Context: an optimization exercise on an open-source flow, tuned for small area, a short achievable clock period and few clock cycles per item. The choices shown serve that exercise and are no tape-out recipe.
At most, simulation tests tie the RTL to the original design; equivalence was not proved.
Power figures rest on the tool's default switching activity, not on a simulated workload.

==> v4: inputs <==
## lotus_codec
module lotus_codec (
    input  wire         clk,
    input  wire         rst,
    input  wire         in_valid,
    output wire         in_ready,
    input  wire         in_op,
    input  wire [3:0]   in_j,
    input  wire [3:0]   in_t,
    input  wire [63:0]  in_value,
    input  wire [127:0] in_data,
    input  wire [4:0]   in_len,
    output wire         out_valid,
    input  wire         out_ready,
    output wire [2:0]   out_status,
    output wire [63:0]  out_value,
    output wire [127:0] out_code,
    output wire [7:0]   out_bits
);
    localparam [2:0] ST_OK     = 3'd0,
                     ST_INVAL  = 3'd1,
                     ST_TOOBIG = 3'd3,
                     ST_EOF    = 3'd4;
    integer i, k, v;
    reg b_v;                        
    reg c_v;                        
    reg o_v;                        
    wire adv = !o_v || out_ready;   
    assign in_ready  = adv;
    assign out_valid = o_v;
    always @(posedge clk) begin
        if (rst) begin
            b_v <= 1'b0;
            c_v <= 1'b0;
            o_v <= 1'b0;
        end else if (adv) begin
            b_v <= in_valid;
            c_v <= b_v;
            o_v <= c_v;
        end
    end
    wire [3:0] j = in_j;
    wire [3:0] t = in_t;
    wire cfg_ok = (j >= 4'd1) && (j <= 4'd8) && (t >= 4'd1);
    wire wl4  = (j == 4'd1) && (t == 4'd1);
    wire wl28 = ((j == 4'd1) && (t == 4'd2)) || ((j == 4'd2) && (t == 4'd1));
    reg [8:1] jh;                       
    always @(*) for (v = 1; v <= 8; v = v + 1) jh[v] = (j == v);
    reg [63:0] m2;
    reg [63:0] pa;          
    reg        ci2;
    always @(*) begin
        pa = in_value;
        pa[1:0] = 2'b11;
        for (k = 0; k < 6; k = k + 1)
            for (i = 0; i < 64; i = i + 1)
                if ((i >> k) & 1) pa[i] = pa[i] & pa[((i >> k) << k) - 1];
        ci2 = in_value[1] | in_value[0];
        m2[0] = ~in_value[0];
        m2[1] = ~(in_value[1] ^ in_value[0]);
        for (i = 2; i < 64; i = i + 1)
            m2[i] = in_value[i] ^ (ci2 & pa[i - 1]);
    end
    wire m2top = ci2 & pa[63];      
    reg [7:0] gany, gsel;
    reg [2:0] gi, bi;
    always @(*) begin
        for (i = 0; i < 8; i = i + 1) gany[i] = |m2[8 * i +: 8];
        gi = 3'd0;
        for (i = 1; i < 8; i = i + 1) if (gany[i]) gi = i[2:0];
        gsel = m2[{gi, 3'b000} +: 8];
        bi = 3'd0;
  ...
clock: 13.0 ns
lec_check: 0
cap_margin: 20
core_margin: 2
core_utilization: 55
slew_margin: 20
standard.sh (not shown) runs the stock make flow with config.mk's settings and CLKGATE_MAP_FILE= SYNTH_SCRIPT=/design/flow/synth_recipe.tcl, a recipe that flattens the netlist after the stock synthesis.
==> flow/flow/run.sh <==
#!/bin/bash
# The standard layout with two changes to how it is made (the design's clock
# period and constraints are unchanged):
# - timing repair aims 7.3 ns below the clock period;
# - the port buffers are sky130_fd_sc_hd__buf_2 (every port still gets one).
set -euo pipefail
bash standard.sh SETUP_SLACK_MARGIN=7.3 "BUFFER_PORTS_ARGS=-buffer_cell sky130_fd_sc_hd__buf_2" finish > standard.log 2>&1
==> v25: changes against v4 <==
--- a/flow/design.v
+++ b/flow/design.v
@@ -137,38 +137,37 @@
                 if (fz[i] && (t == i + k)) remf[k] = 1'b1;
     end
     reg         r_op;
     reg [127:0] r_x;        
     reg [3:0]   r_j, r_t;
-    reg         r_wl4, r_wl28;
     reg [2:0]   r_st;       
     reg [6:0]   r_w;        
     reg [6:2]   r_a;        
-    reg [6:0]   r_nqj;      
-    reg [8:0]   r_nbj;      
+    reg [4:0]   r_len;
     reg [3:0]   r_n;        
     reg [10:0]  r_W;
     reg [3:0]   r_remf;
     always @(posedge clk) begin
         if (adv) begin
             r_op   <= in_op;
             r_x    <= in_op ? in_data : {63'd0, m2top, m2};
             r_j    <= j;
             r_t    <= t;
-            r_wl4  <= wl4;
-            r_wl28 <= wl28;
             r_st   <= in_op ? d_st0 : e_st;
             r_w    <= in_op ? js[6:0] + 7'd1 : pw_e;
             for (i = 2; i <= 6; i = i + 1) r_a[i] <= (js == i - 1);
-            r_nqj  <= 7'd107 - {3'd0, j};
-            r_nbj  <= nbj;
+            r_len  <= in_len;
             r_n    <= n;
             r_W    <= W;
             r_remf <= remf;
         end
     end
-    wire wl64 = !r_wl4 && !r_wl28;
+    wire r_wl4  = (r_j == 4'd1) && (r_t == 4'd1);
+    wire r_wl28 = ((r_j == 4'd1) && (r_t == 4'd2)) || ((r_j == 4'd2) && (r_t == 4'd1));
+    wire wl64   = !r_wl4 && !r_wl28;
+    wire [6:0] r_nqj = 7'd107 - {3'd0, r_j};                 
+    wire [8:0] r_nbj = {1'b0, r_len, 3'b000} - {5'd0, r_j};   
     wire [6:0] pwb = r_w;
     reg  [3:0] kw;
     always @(*) begin
         if (pwb <= 7'd4)       kw = (r_t == 4'd1) ? 4'd2 : 4'd4;
         else if (pwb <= 7'd12) kw = (r_t == 4'd1) ? 4'd3 : 4'd5;
==> flow/flow/run.sh (replaced) <==
#!/bin/bash
# The standard layout with two changes to how it is made (the design's clock
# period and constraints are unchanged):
# - timing repair aims 7.0 ns below the clock period;
# - the port buffers are sky130_fd_sc_hd__buf_2 (every port still gets one).
set -euo pipefail
bash standard.sh SETUP_SLACK_MARGIN=7.0 "BUFFER_PORTS_ARGS=-buffer_cell sky130_fd_sc_hd__buf_2" finish > standard.log 2>&1
==> run summary <==
DR iter-0 viols=5808; Post-synth top cells=mux2i_1, edfxtp_1, nor2_1, nand2_1, clkbuf_1; relative slew slack=between 10% and 20%; outcome=complete, no violations; seq pwr=approximately 2.5 mW
[end of results for v4]
==> run summary <==
outcome=complete, no violations; DR iter-0 viols=5286; seq pwr=2.41 mW; commonest cells after routing, fill and taps aside=mux2i_1, edfxtp_1, buf_2, nand2_1, nor2_1; count leader, synth=mux2i_1; Post-synth top cells=mux2i_1, edfxtp_1, nand2_1, nor2_1, a21oi_1; Clock power frac=11.0%; core area=0.0776 mm²; relative slew slack=30.1%
[end of results for v25]
Testbench counts of v4, summed over its fixed seeds: cycles 4,824, items 4,800.
Testbench counts of v25, summed over its fixed seeds: cycles 4,824, items 4,800.

* * *

==> 11-04: inputs <==
Another version of the RTL of lotus_codec (not shown whole).
## lotus_codec
module lotus_codec (
    input  wire         clk,
    input  wire         rst,
    input  wire         in_valid,
    output wire         in_ready,
    input  wire         in_op,
    input  wire [3:0]   in_j,
    input  wire [3:0]   in_t,
    input  wire [63:0]  in_value,
    input  wire [127:0] in_data,
    input  wire [4:0]   in_len,
    output wire         out_valid,
    input  wire         out_ready,
    output wire [2:0]   out_status,
    output wire [63:0]  out_value,
    output wire [127:0] out_code,
    output wire [7:0]   out_bits
);
export LEC_CHECK = 0
export CAP_MARGIN = 20
export CORE_MARGIN = 2
export CORE_UTILIZATION = 55
export SLEW_MARGIN = 20
create_clock -name core_clock -period 13.0 [get_ports {clk}]
==> flow/flow/run.sh <==
#!/bin/bash
# The standard layout with two changes to how it is made (the design's clock
# period and constraints are unchanged):
# - timing repair aims 7.3 ns below the clock period;
# - the port buffers are sky130_fd_sc_hd__buf_2 (every port still gets one).
set -euo pipefail
bash standard.sh SETUP_SLACK_MARGIN=7.3 "BUFFER_PORTS_ARGS=-buffer_cell sky130_fd_sc_hd__buf_2" finish > standard.log 2>&1
==> 12-02 (differences from 11-04) <==
--- a/flow/design.v
+++ b/flow/design.v
@@ -21,23 +21,20 @@
                      ST_TOOBIG = 3'd3,
                      ST_EOF    = 3'd4;
     integer i, k, v;
     reg b_v;                        
     reg c_v;                        
-    reg o_v;                        
-    wire adv = !o_v || out_ready;   
+    wire adv = !c_v || out_ready;   
     assign in_ready  = adv;
-    assign out_valid = o_v;
+    assign out_valid = c_v;
     always @(posedge clk) begin
         if (rst) begin
             b_v <= 1'b0;
             c_v <= 1'b0;
-            o_v <= 1'b0;
         end else if (adv) begin
             b_v <= in_valid;
             c_v <= b_v;
-            o_v <= c_v;
         end
     end
     wire [3:0] j = in_j;
     wire [3:0] t = in_t;
     wire cfg_ok = (j >= 4'd1) && (j <= 4'd8) && (t >= 4'd1);
@@ -96,22 +93,15 @@
     wire big0 = (jh[7] & s[0]) | (jh[8] & (s[0] | s[1]));
     wire [2:0] d_st0 = !cfg_ok ? ST_INVAL :
                        (in_len == 5'd0) ? ST_EOF :
                        big0 ? ST_TOOBIG : ST_OK;
     wire [8:0] nbj = {1'b0, in_len, 3'b000} - {5'd0, j};    
-    reg [14:0] avl;
-    always @(*) begin
-        avl = 15'd0;
-        for (i = 0; i < 15; i = i + 1)
-            for (v = 1; v <= 8; v = v + 1)
-                if (jh[v] && ({3'd0, in_len} >= (v + 2 * i + 2 + 7) / 8)) avl[i] = 1'b1;
-    end
     reg [15:0] pr, fz;
     reg        pfx;
     always @(*) begin
         for (i = 0; i < 15; i = i + 1)
-            pr[i] = !sj[2 * i] && sj[2 * i + 1] && avl[i] && (i < t);
+            pr[i] = !sj[2 * i] && sj[2 * i + 1] && ($signed(nbj) >= 2 * i + 2) && (i < t);
         pr[15] = 1'b0;
         pfx = go;
         fz[0] = !go || !pr[0];
         for (i = 1; i < 16; i = i + 1) begin
             pfx = pfx & pr[i - 1];
@@ -140,11 +130,10 @@
     reg [127:0] r_x;        
     reg [3:0]   r_j, r_t;
     reg         r_wl4, r_wl28;
     reg [2:0]   r_st;       
     reg [6:0]   r_w;        
-    reg [6:2]   r_a;        
     reg [6:0]   r_nqj;      
     reg [8:0]   r_nbj;      
     reg [3:0]   r_n;        
     reg [10:0]  r_W;
     reg [3:0]   r_remf;
@@ -156,11 +145,10 @@
             r_t    <= t;
             r_wl4  <= wl4;
             r_wl28 <= wl28;
             r_st   <= in_op ? d_st0 : e_st;
             r_w    <= in_op ? js[6:0] + 7'd1 : pw_e;
-            for (i = 2; i <= 6; i = i + 1) r_a[i] <= (js == i - 1);
             r_nqj  <= 7'd107 - {3'd0, j};
             r_nbj  <= nbj;
             r_n    <= n;
             r_W    <= W;
             r_remf <= remf;
@@ -180,11 +168,12 @@
     wire [7:0] e_len = {1'b0, pwb} + {4'd0, kw} + {2'd0, jt};
     wire [6:0]  wa = r_w;
     wire [10:0] Wb = r_W;
     wire [7:0]  avb  = r_nbj[7:0] - {3'd0, r_n, 1'b0};     
     wire [6:0]  r_nq = r_nqj - {2'd0, r_n, 1'b0};           
-    wire a2 = r_a[2], a3 = r_a[3], a4 = r_a[4], a5 = r_a[5], a6 = r_a[6];
+    wire a2 = (wa == 7'd2), a3 = (wa == 7'd3), a4 = (wa == 7'd4),
+         a5 = (wa == 7'd5), a6 = (wa == 7'd6);
     wire [1:0] f1_2 = {Wb[0], Wb[1]};
     wire [2:0] f1_3 = {Wb[0], Wb[1], Wb[2]};
     wire [3:0] f1_4 = {Wb[0], Wb[1], Wb[2], Wb[3]};
     wire [4:0] f1_5 = {Wb[0], Wb[1], Wb[2], Wb[3], Wb[4]};
     wire [5:0] f1_6 = {Wb[0], Wb[1], Wb[2], Wb[3], Wb[4], Wb[5]};
@@ -239,42 +228,17 @@
     wire [7:0] d_end = {1'b0, r_q} + {1'b0, e};
     wire [2:0] d_pre = (r_st != ST_OK)  ? r_st :
                        (t_st != ST_OK)  ? t_st :
                        ({1'b0, e} > avb) ? ST_EOF : ST_OK;
     wire [6:0] rot = r_op ? r_nq - e : e_len[6:0];
-    reg  [127:0] xa;
-    always @(*) begin
-        xa = r_x;
-        for (k = 0; k < 4; k = k + 1)
-            if (rot[k]) xa = (xa >> (1 << k)) | (xa << (128 - (1 << k)));
-    end
-    reg          s_op;
-    reg [127:0]  s_x;       
-    reg [6:4]    s_rh;      
-    reg [6:0]    s_pw;      
-    reg [3:0]    s_j, s_t;
-    reg [2:0]    s_st;
-    reg [7:0]    s_bits;
-    always @(posedge clk) begin
-        if (adv) begin
-            s_op   <= r_op;
-            s_x    <= xa;
-            s_rh   <= rot[6:4];
-            s_pw   <= r_op ? pw_d : pwb;
-            s_j    <= r_j;
-            s_t    <= r_t;
-            s_st   <= r_op ? d_pre : r_st;
-            s_bits <= r_op ? d_end : e_len;
-        end
-    end
     reg  [127:0] xr;
     always @(*) begin
-        xr = s_x;
-        for (k = 4; k < 7; k = k + 1)
-            if (s_rh[k]) xr = (xr >> (1 << k)) | (xr << (128 - (1 << k)));
+        xr = r_x;
+        for (k = 0; k < 7; k = k + 1)
+            if (rot[k]) xr = (xr >> (1 << k)) | (xr << (128 - (1 << k)));
     end
-    wire [6:0] pp = s_pw + 7'd3;
+    wire [6:0] pp = pwb + 7'd3;
     wire [2:0] hw1 = pp[6] ? 3'd6 : pp[5] ? 3'd5 : pp[4] ? 3'd4 : pp[3] ? 3'd3 : 3'd2;
     reg  [5:0] p1x;         
     always @(*) begin
         case (hw1)
             3'd2:    p1x = {pp[1], ~pp[0], 4'd0};
@@ -289,39 +253,54 @@
     wire [2:0] p2_3  = {2'b00, hw1[1]};                        
     reg  [10:0] tailx;      
     reg  [3:0]  tl;         
     reg  [2:0]  jsv;        
     always @(*) begin
-        if (s_t == 4'd1) begin
+        if (r_t == 4'd1) begin
             tailx = {p1x, 5'd0};
             tl    = {1'b0, hw1};
             jsv   = hw1 - 3'd1;
-        end else if (s_t == 4'd2) begin
+        end else if (r_t == 4'd2) begin
             tailx = w2is3 ? {p2_3, p1x, 2'd0} : {p2_2, p1x, 3'd0};
             tl    = {1'b0, hw1} + (w2is3 ? 4'd3 : 4'd2);
             jsv   = w2is3 ? 3'd2 : 3'd1;
         end else begin
             tailx = w2is3 ? {2'b10, p2_3, p1x} : {2'b01, p2_2, p1x, 1'd0};
             tl    = {1'b0, hw1} + (w2is3 ? 4'd5 : 4'd4);
             jsv   = 3'd1;
         end
     end
-    wire [5:0]  toff    = {2'd0, s_j} + ((s_t >= 4'd3) ? {1'b0, s_t, 1'b0} - 6'd6 : 6'd0);
+    wire [5:0]  toff    = {2'd0, r_j} + ((r_t >= 4'd3) ? {1'b0, r_t, 1'b0} - 6'd6 : 6'd0);
     wire [42:0] tail_sh = {tailx, 32'd0} >> toff;    
     reg  [42:0] hd;         
     always @(*) begin
         for (i = 0; i < 43; i = i + 1)
             hd[42 - i] = tail_sh[42 - i] |
-                         ((i >= s_j) && (i < toff) && ((i - s_j) & 1)) |
-                         ((i + 1 == s_j) && jsv[0]) | ((i + 2 == s_j) && jsv[1]) |
-                         ((i + 3 == s_j) && jsv[2]);
+                         ((i >= r_j) && (i < toff) && ((i - r_j) & 1)) |
+                         ((i + 1 == r_j) && jsv[0]) | ((i + 2 == r_j) && jsv[1]) |
+                         ((i + 3 == r_j) && jsv[2]);
     end
-    reg [64:0] g;
+    reg [64:0] d_g;
     always @(*)
         for (i = 0; i < 65; i = i + 1)
-            g[i] = (i < s_pw) ? xr[21 + i] : (i == s_pw);
-    wire d_inval_p = (s_pw == 7'd1) && !xr[21];
+            d_g[i] = (i < pw_d) ? xr[21 + i] : (i == pw_d);
+    wire [2:0] d_pre2 = (d_pre != ST_OK) ? d_pre :
+                        (pw_d == 7'd1 && !xr[21]) ? ST_INVAL : ST_OK;
+    reg          s_op;
+    reg [127:21] s_x;       
+    reg [2:0]    s_st;
+    reg [7:0]    s_bits;
+    always @(posedge clk) begin
+        if (adv) begin
+            s_op   <= r_op;
+            s_x    <= r_op ? {xr[127:86], d_g} : (xr[127:21] ^ {hd, 64'd0});
+            s_st   <= r_op ? d_pre2 : r_st;
+            s_bits <= r_op ? d_end : e_len;
+        end
+    end
+    assign out_code = {s_x, 21'd0};
+    wire [64:0] g = s_x[85:21];
     reg  [64:0] d_val;
     reg  [63:0] pz2;        
     always @(*) begin
         pz2 = ~g[63:0];
         pz2[1:0] = 2'b11;
@@ -331,22 +310,10 @@
         d_val[0] = ~g[0];
         d_val[1] = g[1] ^ g[0];
         for (i = 2; i < 65; i = i + 1)
             d_val[i] = g[i] ^ (~(g[1] & g[0]) & pz2[i - 1]);
     end
-    reg [127:21] o_x;
-    reg [2:0]    o_st;
-    reg [7:0]    o_bits;
-    always @(posedge clk) begin
-        if (adv) begin
-            o_x    <= s_op ? {xr[127:85], d_val[63:0]} : (xr[127:21] ^ {hd, 64'd0});
-            o_st   <= (!s_op || s_st != ST_OK) ? s_st :
-                      d_inval_p ? ST_INVAL :
-                      d_val[64] ? ST_TOOBIG : ST_OK;
-            o_bits <= s_bits;
-        end
-    end
-    assign out_code   = {o_x, 21'd0};
-    assign out_value  = o_x[84:21];
-    assign out_bits   = o_bits;
-    assign out_status = o_st;
+    assign out_value  = d_val[63:0];
+    assign out_bits   = s_bits;
+    assign out_status = (!s_op || s_st != ST_OK) ? s_st :
+                        d_val[64] ? ST_TOOBIG : ST_OK;
 endmodule
==> flow/run.sh (new file) <==
#!/bin/bash
# synth_recipe.tcl (not shown) runs the flow's synth.tcl, then flattens the netlist and writes it again
# the make line also repeats each setting of config.mk as NAME=value (left out here)
make -C /OpenROAD-flow-scripts/flow DESIGN_CONFIG=/design/flow/config.mk WORK_HOME=/design/flow/orfs CLKGATE_MAP_FILE= SYNTH_SCRIPT=/design/flow/synth_recipe.tcl finish
==> flow/config.mk (replaced) <==
export PLATFORM = sky130hd
export DESIGN_NAME = lotus_codec
export DESIGN_NICKNAME = lotus_codec
export VERILOG_FILES = /design/flow/design.v
export SDC_FILE = /design/flow/constraint.sdc
export NUM_CORES = 4
export LEC_CHECK = 0
export ABC_CLOCK_PERIOD_IN_PS = 6000
export CAP_MARGIN = 20
export CORE_MARGIN = 2
export CORE_UTILIZATION = 55
export SETUP_SLACK_MARGIN = 5
export SLEW_MARGIN = 20
removed: flow/flow/run.sh
removed: flow/standard.sh
==> 08-06 (differences from 11-04) <==
--- a/flow/design.v
+++ b/flow/design.v
@@ -239,42 +239,17 @@
     wire [7:0] d_end = {1'b0, r_q} + {1'b0, e};
     wire [2:0] d_pre = (r_st != ST_OK)  ? r_st :
                        (t_st != ST_OK)  ? t_st :
                        ({1'b0, e} > avb) ? ST_EOF : ST_OK;
     wire [6:0] rot = r_op ? r_nq - e : e_len[6:0];
-    reg  [127:0] xa;
-    always @(*) begin
-        xa = r_x;
-        for (k = 0; k < 4; k = k + 1)
-            if (rot[k]) xa = (xa >> (1 << k)) | (xa << (128 - (1 << k)));
-    end
-    reg          s_op;
-    reg [127:0]  s_x;       
-    reg [6:4]    s_rh;      
-    reg [6:0]    s_pw;      
-    reg [3:0]    s_j, s_t;
-    reg [2:0]    s_st;
-    reg [7:0]    s_bits;
-    always @(posedge clk) begin
-        if (adv) begin
-            s_op   <= r_op;
-            s_x    <= xa;
-            s_rh   <= rot[6:4];
-            s_pw   <= r_op ? pw_d : pwb;
-            s_j    <= r_j;
-            s_t    <= r_t;
-            s_st   <= r_op ? d_pre : r_st;
-            s_bits <= r_op ? d_end : e_len;
-        end
-    end
     reg  [127:0] xr;
     always @(*) begin
-        xr = s_x;
-        for (k = 4; k < 7; k = k + 1)
-            if (s_rh[k]) xr = (xr >> (1 << k)) | (xr << (128 - (1 << k)));
+        xr = r_x;
+        for (k = 0; k < 7; k = k + 1)
+            if (rot[k]) xr = (xr >> (1 << k)) | (xr << (128 - (1 << k)));
     end
-    wire [6:0] pp = s_pw + 7'd3;
+    wire [6:0] pp = pwb + 7'd3;
     wire [2:0] hw1 = pp[6] ? 3'd6 : pp[5] ? 3'd5 : pp[4] ? 3'd4 : pp[3] ? 3'd3 : 3'd2;
     reg  [5:0] p1x;         
     always @(*) begin
         case (hw1)
             3'd2:    p1x = {pp[1], ~pp[0], 4'd0};
@@ -289,39 +264,53 @@
     wire [2:0] p2_3  = {2'b00, hw1[1]};                        
     reg  [10:0] tailx;      
     reg  [3:0]  tl;         
     reg  [2:0]  jsv;        
     always @(*) begin
-        if (s_t == 4'd1) begin
+        if (r_t == 4'd1) begin
             tailx = {p1x, 5'd0};
             tl    = {1'b0, hw1};
             jsv   = hw1 - 3'd1;
-        end else if (s_t == 4'd2) begin
+        end else if (r_t == 4'd2) begin
             tailx = w2is3 ? {p2_3, p1x, 2'd0} : {p2_2, p1x, 3'd0};
             tl    = {1'b0, hw1} + (w2is3 ? 4'd3 : 4'd2);
             jsv   = w2is3 ? 3'd2 : 3'd1;
         end else begin
             tailx = w2is3 ? {2'b10, p2_3, p1x} : {2'b01, p2_2, p1x, 1'd0};
             tl    = {1'b0, hw1} + (w2is3 ? 4'd5 : 4'd4);
             jsv   = 3'd1;
         end
     end
-    wire [5:0]  toff    = {2'd0, s_j} + ((s_t >= 4'd3) ? {1'b0, s_t, 1'b0} - 6'd6 : 6'd0);
+    wire [5:0]  toff    = {2'd0, r_j} + ((r_t >= 4'd3) ? {1'b0, r_t, 1'b0} - 6'd6 : 6'd0);
     wire [42:0] tail_sh = {tailx, 32'd0} >> toff;    
     reg  [42:0] hd;         
     always @(*) begin
         for (i = 0; i < 43; i = i + 1)
             hd[42 - i] = tail_sh[42 - i] |
-                         ((i >= s_j) && (i < toff) && ((i - s_j) & 1)) |
-                         ((i + 1 == s_j) && jsv[0]) | ((i + 2 == s_j) && jsv[1]) |
-                         ((i + 3 == s_j) && jsv[2]);
+                         ((i >= r_j) && (i < toff) && ((i - r_j) & 1)) |
+                         ((i + 1 == r_j) && jsv[0]) | ((i + 2 == r_j) && jsv[1]) |
+                         ((i + 3 == r_j) && jsv[2]);
     end
-    reg [64:0] g;
+    reg [64:0] d_g;
     always @(*)
         for (i = 0; i < 65; i = i + 1)
-            g[i] = (i < s_pw) ? xr[21 + i] : (i == s_pw);
-    wire d_inval_p = (s_pw == 7'd1) && !xr[21];
+            d_g[i] = (i < pw_d) ? xr[21 + i] : (i == pw_d);
+    wire [2:0] d_pre2 = (d_pre != ST_OK) ? d_pre :
+                        (pw_d == 7'd1 && !xr[21]) ? ST_INVAL : ST_OK;
+    reg          s_op;
+    reg [127:21] s_x;       
+    reg [2:0]    s_st;
+    reg [7:0]    s_bits;
+    always @(posedge clk) begin
+        if (adv) begin
+            s_op   <= r_op;
+            s_x    <= r_op ? {xr[127:86], d_g} : (xr[127:21] ^ {hd, 64'd0});
+            s_st   <= r_op ? d_pre2 : r_st;
+            s_bits <= r_op ? d_end : e_len;
+        end
+    end
+    wire [64:0] g = s_x[85:21];
     reg  [64:0] d_val;
     reg  [63:0] pz2;        
     always @(*) begin
         pz2 = ~g[63:0];
         pz2[1:0] = 2'b11;
@@ -336,13 +325,12 @@
     reg [127:21] o_x;
     reg [2:0]    o_st;
     reg [7:0]    o_bits;
     always @(posedge clk) begin
         if (adv) begin
-            o_x    <= s_op ? {xr[127:85], d_val[63:0]} : (xr[127:21] ^ {hd, 64'd0});
+            o_x    <= s_op ? {s_x[127:85], d_val[63:0]} : s_x;
             o_st   <= (!s_op || s_st != ST_OK) ? s_st :
-                      d_inval_p ? ST_INVAL :
                       d_val[64] ? ST_TOOBIG : ST_OK;
             o_bits <= s_bits;
         end
     end
     assign out_code   = {o_x, 21'd0};
==> flow/flow/run.sh (replaced) <==
#!/bin/bash
# The standard layout with two changes to how it is made (the design's clock
# period and constraints are unchanged):
# - timing repair aims 7.0 ns below the clock period;
# - the port buffers are sky130_fd_sc_hd__buf_2 (every port still gets one).
set -euo pipefail
bash standard.sh SETUP_SLACK_MARGIN=7.0 "BUFFER_PORTS_ARGS=-buffer_cell sky130_fd_sc_hd__buf_2" finish > standard.log 2>&1
==> key figures <==
Synth
  • Seq cells post-synth: ~430
  • Post-Synth Adder-Cell Area: 5.08%
  • Count of cell types in the netlist: 105

Die
  • # rows: 102

Clock network
  • CTS resizes: approximately 160

Route
  • Number of detailed-route iterations in the first pass: 9

Run status
  • Status: complete, no violations

Placed design
  • Placer Congestion: 1.08

Power
  • Sequential power share: approximately a fifth
  • Clock Power Share: 11.2%

Cells and area
  • Seq area share: 25.9%
  • FF+latch count: about 430
  • Antenna Diode Count: 4

STA
  • Highest clock rate: 166 MHz
That was 08-06.
==> key figures <==
Die
  • # rows: about 110

Run status
  • Status: complete, no violations

Route
  • Number of detailed-route iterations in the first pass: 10

Cells and area
  • Antenna Diode Count: 8
  • Seq area share: between 20% and 30%

Placed design
  • Placer Congestion: slightly above 1

Synth
  • Seq cells post-synth: roughly 460

Power
  • Clock Power Share: 13.1%
That was 11-04.
==> key figures <==
Run status
  • Status: complete, no violations

Power
  • Sequential power share: 16.1%
  • Clock Power Share: 9.4%

Cells and area
  • CLK BUF: between 40 and 50
  • Seq area share: 20.4%
  • FF+latch count: 301
  • Antenna Diode Count: 3

STA
  • Highest clock rate: 125 MHz

Clock network
  • Worst skew pair latency: 0.56 ns
  • CTS resizes: 4

Die
  • # rows: 96

Route
  • Number of detailed-route iterations in the first pass: 11

Min path
  • Hold Crit Class: flip-flop to flip-flop

Synth
  • Seq cells post-synth: ~300
  • Count of cell types in the netlist: about 100
  • Post-Synth Adder-Cell Area: 5.63%
That was 12-02.
Testbench counts of 08-06, summed over its fixed seeds: cycles 4,824, items 4,800.
Function not checked in 11-04 and 12-02: the RTL went through the layout flow alone.

[separate check: timing with driven ports]
In the flow no input, the clock included, has a driving cell. The finished layouts below were timed again as built, in two steps.
Step 1, drivers: a clkbuf_16 drives clk and a buf_2 each remaining input, both assumed.
Step 2 also shifts input and output timing later by t, the mid clock arrival at the registers, as if the neighbouring blocks saw the same clock.
a / b / c = no drivers / after step 1 / after step 2; a / b = the first two.
run | t, ns | setup WS [ns] | worst setup path after step 2 | cell pins on the clock port's net
v4 | 0.683 | 7.144 / 7.131 / 6.629 | input to register | 1
v25 | 0.685 | 7.027 / 7.005 / 6.420 | input to register | 1
11-04 | 0.684 | 7.266 / 7.298 / 6.614 | input to register | 1
12-02 | 0.621 | 5.016 / 5.061 / 4.439 | input to register | 1
08-06 | 0.689 | 6.977 / 6.977 / 6.428 | input to register | 1
After both steps every run listed still meets setup and hold. The setup slack of 11-04, which loses most, moves by +0.032 ns with the drivers and by -0.652 ns with both steps.
